Background: an optimization exercise with open tools, aiming at small area, a short achievable clock period and few clock cycles. Do not read the settings as production practice. The RTL was checked by simulation tests, not by an equivalence proof against the original design. Power and IR drop assume default switching activity.

==> run a <==
// ptfc_cke
module ptfc_cke (
    input  wire        clk,
    input  wire        rst,
    input  wire        ibuf_we,
    input  wire [9:0]  ibuf_addr,
    input  wire [7:0]  ibuf_wdata,
    input  wire        ilen_we,
    input  wire [15:0] ilen_wdata,
    input  wire        errlog_we,
    input  wire [15:0] errlog_wdata,
    input  wire        cmd_we,
    input  wire [7:0]  cmd,
    output reg         busy,
    output reg         done,
    output reg  [7:0]  status,
    output reg  [15:0] errlog,
    output reg  [7:0]  rsum,
    output reg  [15:0] rlen,
    output reg  [15:0] rpos,
    output reg  [15:0] rcrc,
    output reg  [7:0]  blen,
    output reg  [15:0] dcrc
);
    localparam BUF_CAP = 540;
    localparam NGRP    = 9;       
    localparam OP_NOP  = 8'h00;
    localparam OP_OSUM = 8'h10;
    localparam OP_OVFY = 8'h11;
    localparam OP_ICRC = 8'h12;
    localparam E_ILL     = 4'd1;
    localparam E_NOSTART = 4'd2;
    localparam E_SHORT   = 4'd3;
    localparam E_OCHK    = 4'd4;
    localparam S_IDLE = 3'd0;
    localparam S_EVAL = 3'd1;   
    localparam S_RPA  = 3'd2;   
    localparam S_RPW  = 3'd3;   
    localparam S_RPX  = 3'd4;
    localparam S_RPB  = 3'd5;   
    localparam K_OSUM = 2'd0;
    localparam K_OVFY = 2'd1;
    localparam K_ICRC = 2'd2;
    function [15:0] crc_g;
        input [7:0] t;
        begin
            crc_g[ 0] = ^(t & 8'h97);
            crc_g[ 1] = ^(t & 8'h2E);
            crc_g[ 2] = ^(t & 8'h5C);
            crc_g[ 3] = ^(t & 8'hB8);
            crc_g[ 4] = ^(t & 8'h70);
            crc_g[ 5] = ^(t & 8'hE0);
            crc_g[ 6] = ^(t & 8'hC0);
            crc_g[ 7] = ^(t & 8'h80);
            crc_g[ 8] = ^(t & 8'h00);
            crc_g[ 9] = ^(t & 8'h00);
            crc_g[10] = ^(t & 8'h00);
            crc_g[11] = ^(t & 8'h00);
            crc_g[12] = ^(t & 8'h00);
            crc_g[13] = ^(t & 8'h97);
            crc_g[14] = ^(t & 8'h2E);
            crc_g[15] = ^(t & 8'hCB);
        end
    endfunction
    function [15:0] crc_byte;
        input [15:0] c;
        input [7:0]  b;
        begin
  ...
Settings: LEC_CHECK=0, ABC_CLOCK_PERIOD_IN_PS=3500, CAP_MARGIN=20, CORE_MARGIN=2, CORE_UTILIZATION=55, CTS_CLUSTER_DIAMETER=100, CTS_CLUSTER_SIZE=25, SLEW_MARGIN=20, SYNTH_MEMORY_MAX_BITS=8192; clock period 10.0 ns.
standard.sh (not shown) runs the stock make flow with config.mk's settings and CLKGATE_MAP_FILE= SYNTH_SCRIPT=/design/flow/synth_recipe.tcl, a recipe that flattens the netlist after the stock synthesis.
==> flow/flow/run.sh <==
#!/bin/bash
set -euo pipefail
bash standard.sh SETUP_SLACK_MARGIN=6.3 finish > standard_flow.log 2>&1
==> run b: changes against run a <==
--- a/flow/design.v
+++ b/flow/design.v
@@ -106,17 +106,19 @@
     reg  [9:0]  ilen;
     reg        q_we;
     reg  [9:0] q_addr;
     reg  [7:0] q_data;      
     reg        q_clr, q_app, q_pat, q_gap;
     reg  [8*BUF_CAP-1:0] mem;
     integer i;
+    reg  [16:0] wdh;
+    reg  [31:0] wdl;
     always @(posedge clk) begin
         for (i = 0; i < BUF_CAP; i = i + 1)
-            if (q_we && q_addr == i)
+            if (wdh[i/32] && wdl[i%32])
                 mem[8*i +: 8] <= q_data;
     end
     wire [7:0] b0 = mem[7:0];
     wire [7:0] n  = mem[23:16];
     wire [7:0] b3 = mem[31:24];
     wire [7:0] b4 = mem[39:32];
     reg  [9:0]        raddr;    
@@ -206,16 +208,19 @@
     wire        ap_en  = rp_on || q_clr || q_app;
     wire [7:0]  ap_v   = q_data;
     wire [9:0]  pi     = e_addr;
     wire [7:0]  pnew   = e_new;
     wire [7:0]  pold   = rdata;
     wire [9:0]  s1     = s_pos + 10'd1;
     wire [9:0]  s2     = s_pos + 10'd2;
-    wire        lo3    = (pi < 10'd3);
-    wire [7:0]  fk     = n - 8'd1 - pi[7:0] - {7'd0, lo3 && n > 8'd3} - {7'd0, lo3 && n > 8'd4};
+    wire        d_lo3  = (d_addr < 10'd3);
+    wire [2:0]  d_sub3 = {1'b0, d_addr[1:0]} + 3'd1 + {2'b00, n > 8'd3} + {2'b00, n > 8'd4};
+    wire [7:0]  d_sub  = d_lo3 ? {5'd0, d_sub3} : d_addr[7:0] + 8'd1;
+    wire [7:0]  d_fk   = n - d_sub;
+    reg  [7:0]  fk;
     reg  [9:0]  P_n;
     reg         st_ok_n, ov_ok_n, cr_ok_n;
     reg  [7:0]  S_n;
     reg  [2:0]  ph_n;
     reg  [9:0]  s_pos_n;
     reg  [15:0] L_n;
     reg  [15:0] brem_n;
@@ -402,16 +407,19 @@
     wire [15:0] crcv    = (n == 8'd0) ? 16'h0000 :
                           (n == 8'd1) ? crc_g(b0) : crc_run;
     wire [15:0] dc      = {b4, b3};
     wire        n_ge5   = (n >= 8'd5);
     wire [7:0]  ic_stat = icrc_short ? {4'h0, E_SHORT} :
                           (n_ge5 && dc == crcv) ? 8'h20 : 8'h00;
     wire [16:0] bsum = {7'd0, s_pos} + {1'b0, L} + 17'd3;
-    always @(posedge clk)
+    always @(posedge clk) begin
         bend <= (bsum[16:11] != 6'd0) ? 11'h7FF : bsum[10:0];
+        for (i = 0; i < 32; i = i + 1)
+            wdl[i] <= (ibuf_addr[4:0] == i);
+    end
     always @(posedge clk) begin
         if (rst) begin
             state   <= S_IDLE;
             kind    <= K_OSUM;
             busy    <= 1'b0;
             done    <= 1'b0;
             status  <= 8'h00;
@@ -433,14 +441,16 @@
             rp_on   <= 1'b0;
             d_pat   <= 1'b0;
             d_addr  <= 10'd0;
             d_new   <= 8'd0;
             e_pat   <= 1'b0;
             e_addr  <= 10'd0;
             e_new   <= 8'd0;
+            fk      <= 8'd0;
+            wdh     <= 17'd0;
             P       <= 10'd0;
             peq     <= 1'b1;
             st_ok   <= 1'b1;
             ov_ok   <= 1'b1;
             cr_ok   <= 1'b1;
             S       <= 8'd0;
             ph      <= 3'd0;
@@ -467,14 +477,17 @@
             q_data <= (state == S_IDLE) ? ibuf_wdata : rsel;
             d_pat  <= q_pat;
             d_addr <= q_addr;
             d_new  <= q_data;
             e_pat  <= d_pat;
             e_addr <= d_addr;
             e_new  <= d_new;
+            fk     <= d_fk;
+            for (i = 0; i < 17; i = i + 1)
+                wdh[i] <= h_we && ibuf_addr[9:5] == i;
             P       <= P_n;
             peq     <= (P_n == ilen_n);
             st_ok   <= st_ok_n;
             ov_ok   <= ov_ok_n;
             cr_ok   <= cr_ok_n;
             S       <= S_n;
             ph      <= ph_n;
==> flow/flow/run.sh (replaced) <==
#!/bin/bash
set -euo pipefail
bash standard.sh SETUP_SLACK_MARGIN=6.6 MATCH_CELL_FOOTPRINT=0 \
  "CTS_ARGS=-sink_clustering_enable -repair_clock_nets -sink_clustering_size 25 -sink_clustering_max_diameter 100 -distance_between_buffers 200" \
  finish > standard_flow.log 2>&1
==> summary.txt <==
| quantity | run b | run a |
|---|---|---|
| Result of the run | complete, no violations | complete, no violations |
| Portion of the post-synthesis area used by sequential elements | 72.52% | 72.84% |
| Detailed-route via count | 98310 | 96110 |
| Max IR drop VDD | 0.1882 mV | 0.1626 mV |
| Internal power contribution | 0.02866 W | 0.02847 W |
| Area of the die | 357700 um2 | 353300 um2 |
| Total track usage | 27.77% | 27.33% |
| Share of cells above drive strength 1 | 21.16% | 20.16% |
| Combined area of the multi-input logic cells | 51160 um2 | 49940 um2 |
| Cell at the slowest stage of the critical path | fa_1 | or4_4 |
| Number of instances resized during post-cts repair | 580 | 359 |
| Number of buffers inserted to repair setup after CTS | 35 | 22 |
| Compound-cell area share of the yosys netlist | 2.754% | 3.017% |
| Power in sequential cells | 0.0230 W | 0.0228 W |
| Mean instance size in the synthesized netlist | 18.91 um2 | 18.71 um2 |
| Overall die height | 598.1 um | 594.4 um |
Testbench counts of run a, summed over its fixed seeds: cycles 339,668.
Testbench counts of run b, summed over its fixed seeds: cycles 339,668.

separate check: timing with driven ports:
In the flow no input, the clock included, has a driving cell. The finished layouts below were timed again as built, in two steps.
Step 1 sets driving cells, clkbuf_16 on the clock port and buf_2 on the other inputs (assumed; they add their load-dependent delay and slew).
Step 2 adds t to the input delays and takes it off the output delays; t is the mean of the earliest and latest rising clock arrival at the registers after step 1. Input paths then give back, and output paths get back, about the clock's delay inside the block.
Slacks: no drivers / after step 1 / after step 2; pairs: no drivers / after step 1.
| run | t, ns | setup WS [ns] | worst setup path after step 2 |
|---|---|---|---|
| run a | 1.053 | 6.168 / 6.168 / 5.224 | input to register |
| run b | 1.002 | 6.484 / 6.456 / 5.606 | input to register |
After both steps every run listed still meets setup and hold. The setup slack of run a, which loses most, moves by 0.000 ns with the drivers and by -0.944 ns with both steps.
